Source: an optimization exercise on an open RTL-to-GDS flow (aim: small area, a short achievable clock period and few clock cycles per item). Production flows keep margins and buffers that such runs may drop. No functional check of the RTL was part of this run. Power and IR drop assume default switching activity.

<file path="design/flow/run.sh">
#!/bin/bash
# synth_recipe.tcl (not shown) runs the flow's synth.tcl, then flattens the netlist and writes it again
# the make line also repeats each setting of config.mk as NAME=value (left out here)
make -C /OpenROAD-flow-scripts/flow DESIGN_CONFIG=/design/flow/config.mk WORK_HOME=/design/flow/orfs CLKGATE_MAP_FILE= SYNTH_SCRIPT=/design/flow/synth_recipe.tcl finish
</file>
<file path="design/flow/config.mk">
export PLATFORM = sky130hd
export DESIGN_NAME = geomloc
export DESIGN_NICKNAME = geomloc
export VERILOG_FILES = /design/flow/design.v
export SDC_FILE = /design/flow/constraint.sdc
export NUM_CORES = 4
export LEC_CHECK = 0
export CAP_MARGIN = 20
export CORE_MARGIN = 2
export CORE_UTILIZATION = 40
export PLACE_DENSITY = 0.6
export SLEW_MARGIN = 20
</file>
<file path="design/flow/constraint.sdc">
create_clock -name core_clock -period 13.0 [get_ports {clk}]
set_input_delay 2.6000 -clock core_clock [delete_from_list [all_inputs] [get_ports {clk}]]
set_output_delay 2.6000 -clock core_clock [all_outputs]
set_load 0.01 [all_outputs]
</file>
<file path="design/flow/design.v">
module geomloc (
    input  wire        clk,
    input  wire        rst,
    input  wire        start,
    output wire        ready,
    input  wire        op,             
    input  wire [1:0]  plane,          
    input  wire [15:0] width,
    input  wire [15:0] height,
    input  wire [5:0]  bitdepth,
    input  wire [1:0]  format,         
    input  wire [31:0] frame_index,
    input  wire [31:0] stream_size,
    output wire        done,
    output wire [3:0]  err,
    output wire [2:0]  res_bps,
    output wire [31:0] res_pdim,
    output wire [31:0] res_pcount,
    output wire [35:0] res_fbs,
    output wire [31:0] res_offset,
    output wire [31:0] res_frames
);
    localparam [3:0] E_OK        = 4'd0,
                     E_BITDEPTH  = 4'd1,
                     E_RANGE     = 4'd2,
                     E_FORMAT    = 4'd5,
                     E_NOCHROMA  = 4'd6,
                     E_INVALID   = 4'd8;
    reg        a_mul, a_fbs, a_aln;         
    reg [1:0]  cnt_a;
    reg [3:0]  digit_a;
    reg        op_a, chroma_a, wodd_a, hodd_a;
    reg [1:0]  plane_a, fmt_a;
    reg [5:0]  d_a;
    reg [31:0] pwh_a;                       
    reg [35:0] acc_a;                       
    reg [31:0] idx_a, size_a;
    reg        b_loop, done_r, ready_r;
    reg [3:0]  cnt_b;
    reg [31:0] q;                           
    reg [31:0] qp;                          
    reg [31:0] prod;                        
    reg [35:0] yv;                          
    reg [31:0] rem;
    reg [31:0] idx_b;
    reg [3:0]  err_r;
    reg [2:0]  bps_r;
    reg        szero_b, gt_r, eq_r, ib1_r, ib0_r;
    wire chroma_in = !op && (plane != 2'd0) && (format == 2'd1);
    wire [15:0] pw_in = chroma_in ? {1'b0, width[15:1]}  : width;
    wire [15:0] ph_in = chroma_in ? {1'b0, height[15:1]} : height;
    wire [1:0] dig_in = (|height[15:12]) ? 2'd3 :
                        (|height[11:8])  ? 2'd2 :
                        (|height[7:4])   ? 2'd1 : 2'd0;
    wire [3:0] digv_in = ph_in[4*dig_in +: 4];
    wire [2:0] bps = (d_a <= 6'd8)  ? 3'd1 :
                     (d_a <= 6'd16) ? 3'd2 :
                     (d_a <= 6'd24) ? 3'd3 : 3'd4;
    wire bad_cmd   = (fmt_a == 2'd3) || (!op_a && plane_a == 2'd3);
    wire bad_depth = (d_a == 6'd0) || (d_a > 6'd32);
    wire bad_half  = (fmt_a == 2'd1) && (wodd_a || hodd_a);
    wire no_chroma = !op_a && (plane_a != 2'd0) && (fmt_a == 2'd2);
    wire [3:0] chk_err = bad_cmd   ? E_INVALID  :
                         bad_depth ? E_BITDEPTH :
                         bad_half  ? E_FORMAT   :
                         no_chroma ? E_NOCHROMA : E_OK;
    wire loc_ok = op_a && (chk_err == E_OK);
    wire [15:0] pw = pwh_a[15:0];
    wire [15:0] ph = pwh_a[31:16];
    wire [1:0]  cnt_a_m1 = cnt_a - 2'd1;
    wire [3:0]  digv_nx = ph[4*cnt_a_m1 +: 4];
    wire [31:0] mul_sum = {acc_a[27:0], 4'd0}
                        + ({32{digit_a[0]}} & {16'd0, pw})
                        + ({32{digit_a[1]}} & {15'd0, pw, 1'b0})
                        + ({32{digit_a[2]}} & {14'd0, pw, 2'd0})
                        + ({32{digit_a[3]}} & {13'd0, pw, 3'd0});
    reg [2:0] ga, gc;
    reg       gc_en;
    always @(*) begin
        ga = 3'd1; gc = 3'd0; gc_en = 1'b0;
        casez ({chroma_a, fmt_a})
            3'b1??:  
                case (bps)
                    3'd1: begin ga = 3'd3; gc = 3'd2; gc_en = 1'b1; end
                    3'd2: begin ga = 3'd4; gc = 3'd3; gc_en = 1'b1; end
                    3'd3: begin ga = 3'd5; gc = 3'd2; gc_en = 1'b1; end
                    default: begin ga = 3'd5; gc = 3'd4; gc_en = 1'b1; end
                endcase
            3'b000:  
                case (bps)
                    3'd1: begin ga = 3'd2; gc = 3'd1; gc_en = 1'b1; end
                    3'd2: begin ga = 3'd3; gc = 3'd2; gc_en = 1'b1; end
                    3'd3: begin ga = 3'd4; gc = 3'd1; gc_en = 1'b1; end
                    default: begin ga = 3'd4; gc = 3'd3; gc_en = 1'b1; end
                endcase
            3'b001:  
                case (bps)
                    3'd1: begin ga = 3'd1; gc = 3'd0; gc_en = 1'b1; end
                    3'd2: begin ga = 3'd2; gc = 3'd1; gc_en = 1'b1; end
                    3'd3: begin ga = 3'd3; gc = 3'd0; gc_en = 1'b1; end
                    default: begin ga = 3'd3; gc = 3'd2; gc_en = 1'b1; end
                endcase
            default:  
                case (bps)
                    3'd1: begin ga = 3'd1; end
                    3'd2: begin ga = 3'd2; end
                    3'd3: begin ga = 3'd2; gc = 3'd1; gc_en = 1'b1; end
                    default: begin ga = 3'd3; end
                endcase
        endcase
    end
    wire [37:0] fa_t  = {6'd0, acc_a[31:0]} << ga;
    wire [37:0] fc_t  = gc_en ? ({6'd0, acc_a[31:0]} << gc) : 38'd0;
    wire [37:0] f_sum = fa_t + fc_t;            
    wire [35:0] fbs_new = f_sum[36:1];
    wire        zero = (acc_a == 36'd0);
    wire        big  = |acc_a[35:32];
    reg  [4:0]  lz;
    integer i;
    always @(*) begin
        lz = 5'd31;
        for (i = 0; i < 32; i = i + 1)
            if (acc_a[i]) lz = 5'd31 - i[4:0];
    end
    wire [4:0]  ks = lz | 5'd1;                         
    wire [35:0] y_norm = {acc_a[33:0], 2'b00} << {lz[4:1], 1'b0};    
    reg  [31:0] himask;
    always @(*) begin
        for (i = 0; i < 32; i = i + 1)
            himask[i] = (i > ks);
    end
    wire        hi      = |(idx_a & himask);
    wire [32:0] size_m1 = {1'b0, size_a} - 33'd1;
    wire        szero   = size_m1[32];
    wire        idx_nz  = |idx_a;
    wire [32:0] dv  = yv[33:1];                         
    wire [31:0] dvh = yv[33:2];                         
    wire [34:0] r1  = {3'b0, rem} - {2'b0, dv};
    wire [34:0] r2a = {3'b0, rem} - {3'b0, dvh};
    wire [34:0] r2b = {3'b0, rem} - {2'b0, dv} - {3'b0, dvh};
    wire        ge1 = !r1[34];
    wire        ge2 = ge1 ? !r2b[34] : !r2a[34];
    wire [31:0] rem_n = ge1 ? (ge2 ? r2b[31:0] : r1[31:0]) : (ge2 ? r2a[31:0] : rem);
    wire [31:0] loop_sum = prod + (ib1_r ? dv[31:0] : 32'd0) + (ib0_r ? dvh : 32'd0);
    wire        last = (cnt_b == 4'd0);
    wire [3:0]  cnt_b_m1 = cnt_b - 4'd1;
    wire        pgt  = (ib1_r && !ge1) || ((ib1_r == ge1) && ib0_r && !ge2);
    wire        peq  = (ib1_r == ge1) && (ib0_r == ge2);
    wire        gt_n = gt_r || (eq_r && pgt);
    wire        eq_n = eq_r && peq;
    wire b_free  = !b_loop;
    wire xfer_f  = a_fbs && !loc_ok && b_free;          
    wire xfer_l  = a_aln && b_free;                     
    wire xfer    = xfer_f || xfer_l;
    wire loop_go = xfer_l && !zero && !big;
    wire accept  = ready_r && start;
    wire a_mul_n = accept || (a_mul && cnt_a != 2'd0);
    wire a_fbs_n = (a_mul && cnt_a == 2'd0) || (a_fbs && !loc_ok && !b_free);
    wire a_aln_n = (a_fbs && loc_ok) || (a_aln && !b_free);
    wire b_loop_n = loop_go || (b_loop && !last);
    wire done_n   = (xfer && !loop_go) || (b_loop && last);
    wire ready_n  = (!a_mul_n && !a_fbs_n && !a_aln_n) ||
                    (!b_loop_n && ((a_fbs_n && !loc_ok) || a_aln_n));
    always @(posedge clk) begin
        if (rst) begin
            a_mul   <= 1'b0;
            a_fbs   <= 1'b0;
            a_aln   <= 1'b0;
            b_loop  <= 1'b0;
            done_r  <= 1'b0;
            ready_r <= 1'b1;
        end else begin
            a_mul   <= a_mul_n;
            a_fbs   <= a_fbs_n;
            a_aln   <= a_aln_n;
            b_loop  <= b_loop_n;
            done_r  <= done_n;
            ready_r <= ready_n;
        end
    end
    always @(posedge clk) begin
        if (ready_r) begin
            op_a     <= op;
            plane_a  <= plane;
            fmt_a    <= format;
            d_a      <= bitdepth;
            chroma_a <= chroma_in;
            wodd_a   <= width[0];
            hodd_a   <= height[0];
            pwh_a    <= {ph_in, pw_in};
            idx_a    <= frame_index;
            size_a   <= stream_size;
            acc_a    <= 36'd0;
            cnt_a    <= dig_in;
            digit_a  <= digv_in;
        end else if (a_mul) begin
            acc_a    <= {4'd0, mul_sum};
            cnt_a    <= cnt_a_m1;
            digit_a  <= digv_nx;
        end else if (a_fbs && loc_ok) begin
            acc_a    <= fbs_new;
        end
    end
    always @(posedge clk) begin
        if (xfer_f) begin
            q      <= pwh_a;
            prod   <= acc_a[31:0];
            yv     <= fbs_new;
            err_r  <= chk_err;
            bps_r  <= bps;
        end
        if (xfer_l) begin
            bps_r   <= bps;
            err_r   <= E_OK;
            q       <= 32'd0;
            qp      <= 32'd1;
            prod    <= 32'd0;
            yv      <= acc_a;
            rem     <= size_m1[31:0];
            szero_b <= szero;
            idx_b   <= idx_a;
            cnt_b   <= lz[4:1];
            gt_r    <= hi;
            eq_r    <= !hi;
            ib1_r   <= idx_a[ks];
            ib0_r   <= idx_a[{lz[4:1], 1'b0}];
            if (zero) begin
                qp <= 32'hFFFF_FFFF;
            end else if (big) begin
                if (szero || idx_nz) err_r <= E_RANGE;
            end else begin
                yv <= y_norm;
            end
        end
        if (b_loop) begin
            rem   <= rem_n;
            yv    <= {2'b0, yv[35:2]};
            prod  <= loop_sum;
            cnt_b <= cnt_b_m1;
            ib1_r <= idx_b[{cnt_b_m1, 1'b1}];
            ib0_r <= idx_b[{cnt_b_m1, 1'b0}];
            gt_r  <= gt_n;
            eq_r  <= eq_n;
            q     <= {q[29:0], ge1, ge2};
            qp    <= (ge1 && ge2) ? {qp[29:0], 2'b00} : {q[29:0], ge1 | ge2, !ge2};
            if (last && (szero_b || gt_n)) err_r <= E_RANGE;
        end
    end
    assign ready      = ready_r;
    assign done       = done_r;
    assign err        = err_r;
    assign res_bps    = bps_r;
    assign res_pdim   = q;
    assign res_pcount = prod;
    assign res_fbs    = yv;
    assign res_offset = prod;
    assign res_frames = qp;
endmodule
</file>
==> impl_metrics.tcl <==
set metrics [dict create \
    status "complete, no violations" \
    cts_htree_levels 2 \
    ys.flop_type "edfxtp_1" \
    cts_root_buffer "clkbuf_16" \
    hpwlAfterDp_um 86260 \
    clkLatencyLatePin_ns 0.62 \
    drv_cap 0 \
    cts_buffers 45 \
    final_cells 4680 \
    dr_total_vias 28040 \
    track_usage 0.2695 \
    drc 0 \
    ys_top_cells_by_area "edfxtp_1, ha_1, mux2i_1" \
    core_area_um2 79260 \
    wl_per_cell_um 24.39 \
    io_pins 283 \
    rsz0062_at_grt "false" \
    drtPass1Iterations 6 \
    n_fill_cell 7589 \
    clk_pin_slew_ns 0.06 \
    hp-class "reg2reg" \
    startpoint_type "flip-flop" \
    port_buffers 282 \
    worstPathRequired_ns 13.33 \
    fmax_mhz 136.6 \
    ys_ff_latch 370 \
    place_inst 4597 \
    place_area_um2 35780 \
    drt_iter0_markers 3013 \
    synth_fp_nets 3815 \
    setup_ws_ns 5.677 \
    final_common_cell "edfxtp_1" \
    cts_resized 0 \
    final-max-slew-violation-count 0 \
    globalplace.congestion 0.9877 \
    synthArstFlopShare 0 \
    ir_drop_v 0.0001394 \
    ant_nets 0 \
    stdcell_area_um2 37260 \
    setup_viol 0 \
    hold_viol 0 \
    crit_type "reg2reg" \
    yosysTopAreaCellShare 0.3011 \
    hold_ws_ns 0.4933 \
    dp_slack_ns 5.676 \
    first_global_vias 26820 \
    rows 103 \
    synth_area_per_cell_um2 9.361 \
    grt_pass1_wl_um 169400 \
    synth-edff-count 322 \
    cts_tree "yes" \
    postCtsSetupRepairBufs 0 \
    holdBufCountCts 0 \
    drive_gt1_frac 0.06970 \
    worst_pin_slew_ns 1.128 \
    grt_overflow 0 \
    post-route-period-util 0.5633 \
    grt_max_degree 63 \
    post-route-min-period_ns 7.323 \
    die_w_um 287.3 \
    clock_sinks 370 \
    ys_types 86 \
    fin_worst_skew_ns 0.02941 \
    critPathCaptureType "flip-flop" \
    ys_seq_area_frac 0.3311 \
    pwr_density_cell_nw_per_um2 117.3 \
    mostFrequentLayoutCells "edfxtp_1, nand2_1, clkdlybuf4s50_1, a21oi_1, mux2i_1" \
    viasPerCell 5.990 \
    die_area_um2 82550 \
    drt_wl_total_um 114200 \
    die_y_um 287.3 \
    cts_buffer_depth 3 \
    yosys_warnings 1 \
    relSlewSlack 0.2479 \
    crit_fanout 30 \
    leakage_nw 14.69 \
    start_util 0.4051 \
    syn_area_um2 32110 \
    diodes 0 \
    tns_ns 0 \
    fin_nets 3979 \
    area_growth_syn_to_layout_pct 16.03 \
    grt_antenna_before_repair 2 \
    cp.arrival_ns 7.66 \
    syn_inst 3430 \
    synth_top_cell_by_area "edfxtp_1" \
]
## critical path: stages, from the launching register on
cell       delay (ns)
edfxtp_1         0.47
inv_1            0.17
ha_1             0.24
nor2b_1          0.14
o31ai_1          0.39
a211oi_1         0.19
o211ai_1         0.30
nand2_1          0.16
a21o_1           0.20
a21oi_1          0.18
xnor2_1          0.17
ha_1             0.33
a211o_1          0.30
nand3b_1         0.11
a22oi_1          0.09
a2111oi_1        0.70
nor3_1           0.14
a211oi_2         0.59
and2_1           0.31
or2_1            0.42
inv_2            0.21
buf_4            0.28
ha_2             0.52
mux2i_1          0.27
a21oi_1          0.09
## cell usage after synthesis (72+ instances only)
cell / instances
xnor2_1: 114
a21o_1: 72
o21ai_0: 208
fa_1: 79
xor2_1: 72
clkbuf_1: 150
nor2_1: 226
mux2i_1: 241
and2_1: 137
edfxtp_1: 322
a21oi_1: 278
nand2_1: 311
ha_1: 196
inv_1: 103
## through the flow
step	util	total power, W
6_report	0.4701	0.004369
5_1_grt	0.4701	0.004574
4_1_cts	0.4700	0.004365
3_5_place_dp	0.4514	0.003074
3_3_place_gp	0.4514	0.003070
2_1_floorplan	-	0.002585
## registers in the layout, indices dropped and copies added (netlist names), 32 cells and up
| register | flops |
|---|---|
| acc_a | 36 |
| idx_a | 32 |
| idx_b | 32 |
| prod | 32 |
| pwh_a | 32 |
| q | 32 |
| qp | 32 |
| rem | 32 |
| size_a | 32 |
| yv | 36 |
## power breakdown
part | internal (W) | switching (W) | total (W)
combinational | 0.000628 | 0.000955 | 0.00158
sequential | 0.00138 | 0.000120 | 0.00150
clock | 0.000716 | 0.000568 | 0.00128
total | 0.00273 | 0.00164 | 0.00437
## layer usage
metal | global-route usage | share of wire | vias to the layer above
met5 | 0 | 0.00021 | -
met4 | 0.1173 | 0.047 | 4
met1 | 0.3575 | 0.42 | 13580
met2 | 0.4273 | 0.45 | 1149
met3 | 0.05222 | 0.079 | 233
li1 | - | - | 13070
## logic make-up (layout without fill, tap and decap cells)
family | count (synthesis) | in the layout | share of synthesized area
xor+xnor | 186 | 186 | 0.05074
mux | 316 | 316 | 0.1063
fa+ha+maj | 275 | 275 | 0.1256
simple gates | 988 | 988 | 0.1492
flops | 370 | 370 | 0.3311
buf+inv | 318 | 518 | 0.04150
other cells | 1 | 1 | 0.0001168
compound gates | 976 | 976 | 0.1954
## final cells by class
type	instances	area, um2	area share
Multi-Input combinational cell	2742	20260	0.5437
Sequential cell	370	10640	0.2856
Timing Repair Buffer	329	3176	0.08524
Tap cell	1050	1314	0.03526
Clock buffer	55	1177	0.03160
Inverter	106	399.1	0.01071
Clock inverter	28	292.8	0.007859
## final timing paths
path | from | to | slack [ns] | depth (start not counted)
setup / recovery | yv[2] | qp[20] | 5.68 | 24
hold / removal | idx_a[10] | idx_b[10] | 0.49 | 0
hold reg to reg | idx_a[10] | idx_b[10] | 0.49 | 0
setup reg to reg | yv[2] | qp[20] | 5.68 | 24

afterwards: timing with drivers on the ports:
The results above use ideal ports. As a check the final layout listed here was re-extracted and re-timed, cells and wires unchanged.
Step 1 sets driving cells, clkbuf_16 on the clock port and buf_2 on the other inputs (assumed; they add their load-dependent delay and slew).
Step 2 adds t to the input delays and takes it off the output delays; t is the mean of the earliest and latest rising clock arrival at the registers after step 1. Input paths then give back, and output paths get back, about the clock's delay inside the block.
a / b / c = no drivers / after step 1 / after step 2; a / b = the first two.
shift t [ns]: 0.672
setup WS [ns]: 5.677 / 5.677 / 5.677
latest minus earliest clock arrival (ns): 0.030 / 0.030
worst data-port slew with drivers (ns): 0.07
After both steps this run still meets setup and hold. The setup slack of this run moves by 0.000 ns with the drivers and by 0.000 ns with both steps.
